Source: an optimization exercise on an open RTL-to-GDS flow (aim: small area, a short achievable clock period and few clock cycles). Production flows keep margins and buffers that such runs may drop.
Where RTL was checked, it was by simulation tests only, not by an equivalence proof against the original.
No activity file was given, so power comes from the tool's default toggle rates.

==> inputs of run a <==
==> flow/design.v <==
module cksum_unit #(
    parameter [15:0] INIT = 16'h0000
) (
    input  wire        clk,
    input  wire        clear,       
    input  wire        step,        
    input  wire [7:0]  byte_in,
    output wire        carry,       
    output wire        carry_q,     
    output wire [15:0] sum          
);
    reg [7:0] hi, lo;
    reg       c;
    reg       odd;                  
    wire [7:0] lane = odd ? lo : hi;
    wire [8:0] add  = {1'b0, lane} + {1'b0, byte_in} + {8'd0, c};
    always @(posedge clk) begin
        if (clear) begin
            hi  <= INIT[15:8];
            lo  <= INIT[7:0];
            c   <= 1'b0;
            odd <= 1'b0;
        end else if (step) begin
            if (odd) lo <= add[7:0];
            else     hi <= add[7:0];
            c   <= add[8];
            odd <= ~odd;
        end
    end
    assign carry   = step ? add[8] : c;
    assign carry_q = c;
    assign sum     = {hi, lo};
endmodule
module udp_tx_engine (
    input  wire        clk,
    input  wire        rst,
    input  wire        cmd_valid,
    output wire        cmd_ready,
    input  wire        cmd_op,
    input  wire [15:0] cmd_sport,
    input  wire [15:0] cmd_dport,
    input  wire [31:0] cmd_dst_ip,
    input  wire [15:0] cmd_len,
    input  wire        in_valid,
    output wire        in_ready,
    input  wire [7:0]  in_data,
    output wire        out_valid,
    input  wire        out_ready,
    output wire [7:0]  out_data,
    output wire        out_last,
    output wire        res_valid,
    output wire [1:0]  res_code,
    output wire [15:0] res_cksum
);
    localparam [11:0] MAX_PLEN = 12'd4054;    
    reg        cr;                  
    reg        c_ck, c_udp, c_nz;   
    reg        hv;
    reg [31:0] dst;
    reg [15:0] sp, dp;
    reg [11:0] pl;
    reg [5:0]  hidx;                
    reg        up;                  
    reg [11:0] pc;                  
    reg        ck_busy;             
    reg [15:0] kc;                  
    reg        kcnz;                
    reg        kv;                  
    reg        ck_young_p;          
    reg        ck_young_f;          
    reg        ir;                  
    reg        irm;                 
    reg [7:0]  sd;                  
    reg        sl;
    reg        sv;                  
    reg        ov;
    reg [7:0]  od;
    reg        ol;
    reg        rv;
    reg        rck;                 
    reg        rbig;                
    reg        uo;                  
    reg        uo_big;
    wire fire_ck  = cr & c_ck;
    wire fire_udp = cr & c_udp;
    wire fire_big = cr & ~c_ck & ~c_udp;
    wire in_fire  = in_valid & ir;
    wire pay_fire = in_fire & ~irm;
    wire ck_fire  = in_fire & irm;
    wire od_free  = ~ov | out_ready;
    wire hload    = od_free & hv & ~up & ~sv;
    wire hlast    = (hidx == 6'd41);
    wire xfer     = hload & hlast;            
    wire pc_one   = (pc == 12'd1);
    wire kc_one   = (kc == 16'd1);
    wire [15:0] hsum;
    wire        hc_carry, hc_carry_q;
    reg  [7:0]  hc_byte;
    always @* begin
        case (hidx[3:0])
            4'd0:    hc_byte = {4'd0, pl[11:8]};
            4'd1:    hc_byte = pl[7:0];
            4'd2:    hc_byte = dst[31:24];
            4'd3:    hc_byte = dst[23:16];
            4'd4:    hc_byte = dst[15:8];
            4'd5:    hc_byte = dst[7:0];
            default: hc_byte = 8'd0;
        endcase
    end
    cksum_unit #(.INIT(16'hB53C)) u_hsum (
        .clk     (clk),
        .clear   (fire_udp),
        .step    (hload & (hidx < 6'd9)),
        .byte_in (hc_byte),
        .carry   (hc_carry),
        .carry_q (hc_carry_q),
        .sum     (hsum)
    );
    wire [11:0] tot_len = pl + 12'd28;
    wire [11:0] udp_len = pl + 12'd8;
    reg [7:0] hbyte;
    always @* begin
        case (hidx)
            6'd0:  hbyte = 8'h52;  6'd1:  hbyte = 8'h55;  6'd2:  hbyte = 8'h0a;
            6'd3:  hbyte = 8'h00;  6'd4:  hbyte = 8'h02;  6'd5:  hbyte = 8'h02;
            6'd6:  hbyte = 8'h52;  6'd7:  hbyte = 8'h54;  6'd8:  hbyte = 8'h00;
            6'd9:  hbyte = 8'h12;  6'd10: hbyte = 8'h34;  6'd11: hbyte = 8'h56;
            6'd12: hbyte = 8'h08;  6'd13: hbyte = 8'h00;
            6'd14: hbyte = 8'h45;  6'd15: hbyte = 8'h00;
            6'd16: hbyte = {4'd0, tot_len[11:8]};
            6'd17: hbyte = tot_len[7:0];
            6'd22: hbyte = 8'd100; 6'd23: hbyte = 8'd17;
            6'd24: hbyte = ~hsum[15:8];
            6'd25: hbyte = ~hsum[7:0];
            6'd26: hbyte = 8'h0a;  6'd27: hbyte = 8'h00;
            6'd28: hbyte = 8'h02;  6'd29: hbyte = 8'h0f;
            6'd30: hbyte = dst[31:24]; 6'd31: hbyte = dst[23:16];
            6'd32: hbyte = dst[15:8];  6'd33: hbyte = dst[7:0];
            6'd34: hbyte = sp[15:8];   6'd35: hbyte = sp[7:0];
            6'd36: hbyte = dp[15:8];   6'd37: hbyte = dp[7:0];
            6'd38: hbyte = {4'd0, udp_len[11:8]};
            6'd39: hbyte = udp_len[7:0];
            default: hbyte = 8'h00;
        endcase
    end
    wire        ck_carry, ck_carry_q;
    wire [15:0] ck_sum;
    wire        ck_step = kv | (ck_busy & ~kcnz & ck_carry_q);
    cksum_unit u_cksum (
        .clk     (clk),
        .clear   (fire_ck),
        .step    (ck_step),
        .byte_in (kv ? sd : 8'd0),
        .carry   (ck_carry),
        .carry_q (ck_carry_q),
        .sum     (ck_sum)
    );
    reg        hv_n, up_n, ck_busy_n, kcnz_n, kv_n, sv_n, uo_n;
    reg        ckyp_n, ckyf_n;
    reg        ck_res_n, udp_res_n;
    reg        ir_pay_n, ir_ck_n;
    always @* begin
        hv_n = (hv & ~xfer) | fire_udp;
        if (xfer)          up_n = (pl != 12'd0);
        else if (pay_fire) up_n = ~pc_one;
        else               up_n = up;
        if (fire_ck)      kcnz_n = c_nz;
        else if (ck_fire) kcnz_n = ~kc_one;
        else              kcnz_n = kcnz;
        kv_n = ck_fire;
        ck_res_n  = ck_busy & ~(rv & rck) & ~kcnz & ~ck_carry;
        ck_busy_n = (ck_busy & ~(rv & rck)) | fire_ck;
        if (fire_ck) begin
            ckyp_n = up_n;
            ckyf_n = hv_n;
        end else if (xfer) begin
            ckyp_n = ck_young_f;
            ckyf_n = 1'b0;
        end else begin
            ckyp_n = ck_young_p;
            ckyf_n = ck_young_f;
        end
        sv_n = od_free ? 1'b0 : (sv | pay_fire);
        udp_res_n = uo & (~ck_busy | (rv & rck));
        uo_n      = (uo & ~udp_res_n) | fire_udp | fire_big;
        ir_pay_n = up_n & ~sv_n & ~kv_n & ~(ck_busy_n & kcnz_n & ~ckyp_n);
        ir_ck_n  = ck_busy_n & kcnz_n & ~sv_n &
                   ~(up_n & ckyp_n) & ~(hv_n & ckyf_n);
    end
    wire len_big = (cmd_len > {4'd0, MAX_PLEN});
    wire cr_n = cmd_valid & ~cr & ~uo_n &
                (cmd_op ? ~ck_busy_n : (len_big | ~hv_n));
    always @(posedge clk) begin
        if (rst) begin
            cr         <= 1'b0;
            hv         <= 1'b0;
            hidx       <= 6'd0;
            up         <= 1'b0;
            ck_busy    <= 1'b0;
            kcnz       <= 1'b0;
            kv         <= 1'b0;
            ck_young_p <= 1'b0;
            ck_young_f <= 1'b0;
            ir         <= 1'b0;
            irm        <= 1'b0;
            sv         <= 1'b0;
            ov         <= 1'b0;
            rv         <= 1'b0;
            rck        <= 1'b0;
            rbig       <= 1'b0;
            uo         <= 1'b0;
        end else begin
            cr         <= cr_n;
            hv         <= hv_n;
            up         <= up_n;
            ck_busy    <= ck_busy_n;
            kcnz       <= kcnz_n;
            kv         <= kv_n;
            ck_young_p <= ckyp_n;
            ck_young_f <= ckyf_n;
            ir         <= ir_pay_n | ir_ck_n;
            irm        <= ir_ck_n;
            sv         <= sv_n;
            uo         <= uo_n;
            if (od_free) ov <= sv | pay_fire | hload;
            if (hload)   hidx <= hlast ? 6'd0 : hidx + 6'd1;
            rv         <= ck_res_n | udp_res_n;
            rck        <= ck_res_n;
            rbig       <= udp_res_n & uo_big;
        end
    end
    always @(posedge clk) begin
        c_ck  <= cmd_op;
        c_udp <= ~cmd_op & ~len_big;
        c_nz  <= (cmd_len != 16'd0);
        if (fire_udp) begin
            dst <= cmd_dst_ip;
            sp  <= cmd_sport;
            dp  <= cmd_dport;
            pl  <= cmd_len[11:0];
        end
        if (fire_udp | fire_big) uo_big <= fire_big;
        if (xfer)          pc <= pl;
        else if (pay_fire) pc <= pc - 12'd1;
        if (fire_ck)      kc <= cmd_len;
        else if (ck_fire) kc <= kc - 16'd1;
        if (ir) begin
            sd <= in_data;
            sl <= pc_one;
        end
        if (od_free) begin
            if (sv) begin
                od <= sd;
                ol <= sl;
            end else if (ir & ~irm) begin
                od <= in_data;
                ol <= pc_one;
            end else begin
                od <= hbyte;
                ol <= hlast & (pl == 12'd0);
            end
        end
    end
    assign cmd_ready = cr;
    assign in_ready  = ir;
    assign out_valid = ov;
    assign out_data  = od;
    assign out_last  = ol;
    assign res_valid = rv;
    assign res_code  = {rbig, 1'b0};
    assign res_cksum = ~ck_sum;
endmodule
==> flow/run.sh <==
#!/bin/bash
# synth_recipe.tcl (not shown) runs the flow's synth.tcl, then flattens the netlist and writes it again
# the make line also repeats each setting of config.mk as NAME=value (left out here)
make -C /OpenROAD-flow-scripts/flow DESIGN_CONFIG=/design/flow/config.mk WORK_HOME=/design/flow/orfs CLKGATE_MAP_FILE= SYNTH_SCRIPT=/design/flow/synth_recipe.tcl finish
==> flow/config.mk <==
export PLATFORM = sky130hd
export DESIGN_NAME = udp_tx_engine
export DESIGN_NICKNAME = udp_tx_engine
export VERILOG_FILES = /design/flow/design.v
export SDC_FILE = /design/flow/constraint.sdc
export NUM_CORES = 4
export LEC_CHECK = 0
export CAP_MARGIN = 20
export CORE_MARGIN = 2
export CORE_UTILIZATION = 40
export PLACE_DENSITY = 0.6
export SETUP_SLACK_MARGIN = 2
export SLEW_MARGIN = 20
==> flow/constraint.sdc <==
create_clock -name core_clock -period 6.0 [get_ports {clk}]
set_input_delay 1.2000 -clock core_clock [delete_from_list [all_inputs] [get_ports {clk}]]
set_output_delay 1.2000 -clock core_clock [all_outputs]
set_load 0.01 [all_outputs]
==> inputs of run b, as changes to run a <==
--- a/flow/design.v
+++ b/flow/design.v
@@ -1,3 +1,3 @@
 module cksum_unit #(
-    parameter [15:0] INIT = 16'h0000
+    parameter [15:0] INIT = 16'h0000    
 ) (
@@ -8,26 +8,46 @@
     output wire        carry,       
-    output wire        carry_q,     
-    output wire [15:0] sum          
+    output wire [7:0]  x_q,         
+    output wire [7:0]  y_q,         
+    output wire        c_q          
 );
-    reg [7:0] hi, lo;
+    reg [7:0] x, y;
     reg       c;
-    reg       odd;                  
-    wire [7:0] lane = odd ? lo : hi;
-    wire [8:0] add  = {1'b0, lane} + {1'b0, byte_in} + {8'd0, c};
+    function [8:0] add8c(input [7:0] a, input [7:0] b, input ci);
+        reg [8:0] g, p, gn, pn;
+        integer i, d;
+        begin
+            g = {a & b, ci};
+            p = {a ^ b, 1'b0};
+            for (d = 1; d < 9; d = d * 2) begin
+                for (i = 0; i < 9; i = i + 1) begin
+                    if (i >= d) begin
+                        gn[i] = g[i] | (p[i] & g[i-d]);
+                        pn[i] = p[i] & p[i-d];
+                    end else begin
+                        gn[i] = g[i];
+                        pn[i] = p[i];
+                    end
+                end
+                g = gn;
+                p = pn;
+            end
+            add8c = {g[8], (a ^ b) ^ g[7:0]};
+        end
+    endfunction
+    wire [8:0] add = add8c(x, byte_in, c);
     always @(posedge clk) begin
         if (clear) begin
-            hi  <= INIT[15:8];
-            lo  <= INIT[7:0];
-            c   <= 1'b0;
-            odd <= 1'b0;
+            x <= INIT[15:8];
+            y <= INIT[7:0];
+            c <= 1'b0;
         end else if (step) begin
-            if (odd) lo <= add[7:0];
-            else     hi <= add[7:0];
-            c   <= add[8];
-            odd <= ~odd;
+            x <= y;
+            y <= add[7:0];
+            c <= add[8];
         end
     end
-    assign carry   = step ? add[8] : c;
-    assign carry_q = c;
-    assign sum     = {hi, lo};
+    assign carry = step ? add[8] : c;
+    assign x_q   = x;
+    assign y_q   = y;
+    assign c_q   = c;
 endmodule
@@ -60,6 +80,5 @@
     reg [15:0] sp, dp;
-    reg [11:0] pl;
+    reg [11:0] pl;                  
     reg [5:0]  hidx;                
     reg        up;                  
-    reg [11:0] pc;                  
     reg        ck_busy;             
@@ -68,2 +87,3 @@
     reg        kv;                  
+    reg        kodd;                
     reg        ck_young_p;          
@@ -89,10 +109,53 @@
     wire ck_fire  = in_fire & irm;
+    function [15:0] dec16(input [15:0] a);       
+        reg [15:0] z, zn;                        
+        integer i, d;
+        begin
+            z = {~a[14:0], 1'b1};
+            for (d = 1; d < 16; d = d * 2) begin
+                for (i = 0; i < 16; i = i + 1)
+                    zn[i] = (i >= d) ? (z[i] & z[i-d]) : z[i];
+                z = zn;
+            end
+            dec16 = a ^ z;
+        end
+    endfunction
+    function [11:0] add12(input [11:0] a, input [11:0] b);
+        reg [11:0] g, p, gn, pn;
+        integer i, d;
+        begin
+            g = {a[10:0] & b[10:0], 1'b0};
+            p = {a[10:0] ^ b[10:0], 1'b0};
+            for (d = 1; d < 12; d = d * 2) begin
+                for (i = 0; i < 12; i = i + 1) begin
+                    if (i >= d) begin
+                        gn[i] = g[i] | (p[i] & g[i-d]);
+                        pn[i] = p[i] & p[i-d];
+                    end else begin
+                        gn[i] = g[i];
+                        pn[i] = p[i];
+                    end
+                end
+                g = gn;
+                p = pn;
+            end
+            add12 = a ^ b ^ g;
+        end
+    endfunction
+    function [5:0] inc6(input [5:0] a);
+        integer i;
+        begin
+            for (i = 0; i < 6; i = i + 1)
+                inc6[i] = a[i] ^ (&(a | ~((6'd1 << i) - 6'd1)));
+        end
+    endfunction
     wire od_free  = ~ov | out_ready;
-    wire hload    = od_free & hv & ~up & ~sv;
+    wire hload    = od_free & (hv | fire_udp) & ~up & ~sv;
     wire hlast    = (hidx == 6'd41);
     wire xfer     = hload & hlast;            
-    wire pc_one   = (pc == 12'd1);
+    wire pc_one   = (pl == 12'd1);
+    wire [15:0] pl_dec = dec16({4'd0, pl});
     wire kc_one   = (kc == 16'd1);
-    wire [15:0] hsum;
-    wire        hc_carry, hc_carry_q;
+    wire [7:0]  hs_x, hs_y;
+    wire        hc_carry, hc_c;
     reg  [7:0]  hc_byte;
@@ -100,8 +163,8 @@
         case (hidx[3:0])
-            4'd0:    hc_byte = {4'd0, pl[11:8]};
-            4'd1:    hc_byte = pl[7:0];
-            4'd2:    hc_byte = dst[31:24];
-            4'd3:    hc_byte = dst[23:16];
-            4'd4:    hc_byte = dst[15:8];
-            4'd5:    hc_byte = dst[7:0];
+            4'd1:    hc_byte = {4'd0, pl[11:8]};
+            4'd2:    hc_byte = pl[7:0];
+            4'd3:    hc_byte = dst[31:24];
+            4'd4:    hc_byte = dst[23:16];
+            4'd5:    hc_byte = dst[15:8];
+            4'd6:    hc_byte = dst[7:0];
             default: hc_byte = 8'd0;
@@ -112,10 +175,11 @@
         .clear   (fire_udp),
-        .step    (hload & (hidx < 6'd9)),
+        .step    (hload & (hidx != 6'd0) & (hidx < 6'd10)),
         .byte_in (hc_byte),
         .carry   (hc_carry),
-        .carry_q (hc_carry_q),
-        .sum     (hsum)
+        .x_q     (hs_x),
+        .y_q     (hs_y),
+        .c_q     (hc_c)
     );
-    wire [11:0] tot_len = pl + 12'd28;
-    wire [11:0] udp_len = pl + 12'd8;
+    wire [11:0] tot_len = add12(pl, 12'd28);
+    wire [11:0] udp_len = add12(pl, 12'd8);
     reg [7:0] hbyte;
@@ -132,4 +196,4 @@
             6'd22: hbyte = 8'd100; 6'd23: hbyte = 8'd17;
-            6'd24: hbyte = ~hsum[15:8];
-            6'd25: hbyte = ~hsum[7:0];
+            6'd24: hbyte = ~hs_y;
+            6'd25: hbyte = ~hs_x;
             6'd26: hbyte = 8'h0a;  6'd27: hbyte = 8'h00;
@@ -145,5 +209,5 @@
     end
-    wire        ck_carry, ck_carry_q;
-    wire [15:0] ck_sum;
-    wire        ck_step = kv | (ck_busy & ~kcnz & ck_carry_q);
+    wire        ck_carry, ck_c;
+    wire [7:0]  ck_x, ck_y;
+    wire        ck_step = kv | (ck_busy & ~kcnz & (ck_c | kodd));
     cksum_unit u_cksum (
@@ -154,5 +218,7 @@
         .carry   (ck_carry),
-        .carry_q (ck_carry_q),
-        .sum     (ck_sum)
+        .x_q     (ck_x),
+        .y_q     (ck_y),
+        .c_q     (ck_c)
     );
+    wire kodd_n = fire_ck ? 1'b0 : (kodd ^ ck_step);
     reg        hv_n, up_n, ck_busy_n, kcnz_n, kv_n, sv_n, uo_n;
@@ -170,3 +236,3 @@
         kv_n = ck_fire;
-        ck_res_n  = ck_busy & ~(rv & rck) & ~kcnz & ~ck_carry;
+        ck_res_n  = ck_busy & ~(rv & rck) & ~kcnz & ~ck_carry & ~kodd_n;
         ck_busy_n = (ck_busy & ~(rv & rck)) | fire_ck;
@@ -191,3 +257,3 @@
     wire cr_n = cmd_valid & ~cr & ~uo_n &
-                (cmd_op ? ~ck_busy_n : (len_big | ~hv_n));
+                (cmd_op ? ~ck_busy_n : (len_big | (~hv_n & ~up_n)));
     always @(posedge clk) begin
@@ -201,2 +267,3 @@
             kv         <= 1'b0;
+            kodd       <= 1'b0;
             ck_young_p <= 1'b0;
@@ -218,2 +285,3 @@
             kv         <= kv_n;
+            kodd       <= kodd_n;
             ck_young_p <= ckyp_n;
@@ -225,3 +293,3 @@
             if (od_free) ov <= sv | pay_fire | hload;
-            if (hload)   hidx <= hlast ? 6'd0 : hidx + 6'd1;
+            if (hload)   hidx <= hlast ? 6'd0 : inc6(hidx);
             rv         <= ck_res_n | udp_res_n;
@@ -239,9 +307,8 @@
             dp  <= cmd_dport;
-            pl  <= cmd_len[11:0];
         end
+        if (fire_udp)      pl <= cmd_len[11:0];
+        else if (pay_fire) pl <= pl_dec[11:0];
         if (fire_udp | fire_big) uo_big <= fire_big;
-        if (xfer)          pc <= pl;
-        else if (pay_fire) pc <= pc - 12'd1;
         if (fire_ck)      kc <= cmd_len;
-        else if (ck_fire) kc <= kc - 16'd1;
+        else if (ck_fire) kc <= dec16(kc);
         if (ir) begin
@@ -270,3 +337,3 @@
     assign res_code  = {rbig, 1'b0};
-    assign res_cksum = ~ck_sum;
+    assign res_cksum = ~{ck_x, ck_y};
 endmodule
Settings changed: ABC_CLOCK_PERIOD_IN_PS set to 2500, SETUP_SLACK_MARGIN 2 to 3.5.
==> inputs of run c, as changes to run a <==
Settings changed: SETUP_SLACK_MARGIN 2 to 3.
==> notes <==
- Between run c and run b, the lower clock skew is in run b (gap 0.0013 ns).
- In flip-flop and latch count, run c and run a do not differ.
- Core utilization: run b > run c > run a.
- In synthesized area, run a and run c do not differ.
- The highest register-to-register slack belongs to run b, the lowest to run a.
- Total power: run b < run a < run c.
- In run b the count of clock-buffer cells in the layout is lower than in run c, by 4.
- In clock power, run b and run c hardly differ.
- Global-route usage: run b > run c > run a.
- Between run a and run c, the lower sequential share of layout area is in run c (gap 1.3 points).
- Design area: run c > run b > run a.
==> figures <==
	run c	run b	run a
Power spent charging and discharging nets	0.752 mW	0.630 mW	0.746 mW
Setup slack, reg-to-reg	2.75 ns	3.18 ns	2.20 ns
Detailed Routing Iterations Pass 1	6	6	5
Chip height	160 µm	157 µm	160 µm
Area of all placed cells without fillers	12200 µm²	12000 µm²	11800 µm²
Run status	timing/DRC/antenna clean	timing/DRC/antenna clean	timing/DRC/antenna clean
Fraction of standard cell area that is sequential	0.403	0.380	0.416
Clock network power consumption	1.15 mW	1.15 mW	1.07 mW
Detailed-routed wire length on met3	2130 µm	1820 µm	1950 µm
Clock network fraction of design power	0.383	0.427	0.371
Placement Setup Slack	2.25 ns	2.50 ns	1.94 ns
Leakage power total	4.19 nW	4.27 nW	4.03 nW
Clock insertion delay at the later pin of the skew report	0.44 ns	0.43 ns	0.44 ns
Synth top area share	0.377	0.358	0.377
DP HPWL	21000 µm	20700 µm	21000 µm
Final cycle utilization of the critical path	0.542	0.470	0.633
Net count after synthesis	1119	1099	1119
Synthesized-area fraction occupied by ao, oa, aoi and oai cells	0.179	0.182	0.179
Area-dominant cell class after layout	registers	multi-input gates	registers
Combinational cell power	0.407 mW	0.224 mW	0.353 mW
Number of rows created at floorplan	57	55	57
Met1 Wirelength	13100 µm	12500 µm	13300 µm
Layout non-clock buf frac	0.120	0.129	0.111
Testbench counts of run a, summed over its fixed seeds: cycles 187,044.
Testbench counts of run c, summed over its fixed seeds: cycles 187,044.
The RTL of run b was laid out without a check of its function.

==> separate check: timing with driven ports <==
Ports are ideal in the flow. The routed layouts listed here were re-timed in OpenROAD. Step 1, drivers: a clkbuf_16 drives clk and a buf_2 each remaining input, both assumed. Step 2 also shifts input and output timing later by t, the mid clock arrival at the registers, as if the neighbouring blocks saw the same clock. a / b / c = no drivers / after step 1 / after step 2; a / b = the first two.
| run | t (ns) | setup slack, ns | worst slew at a driven data input, ns |
|---|---|---|---|
| run a | 0.485 | 2.204 / 2.204 / 2.204 | 0.05 |
| run b | 0.478 | 3.180 / 3.180 / 3.086 | 0.05 |
| run c | 0.475 | 2.748 / 2.748 / 2.621 | 0.04 |
After both steps setup and hold are still met in every run listed. For run c, which loses most, drivers alone change the setup slack by 0.000 ns; drivers and shift together by -0.127 ns.
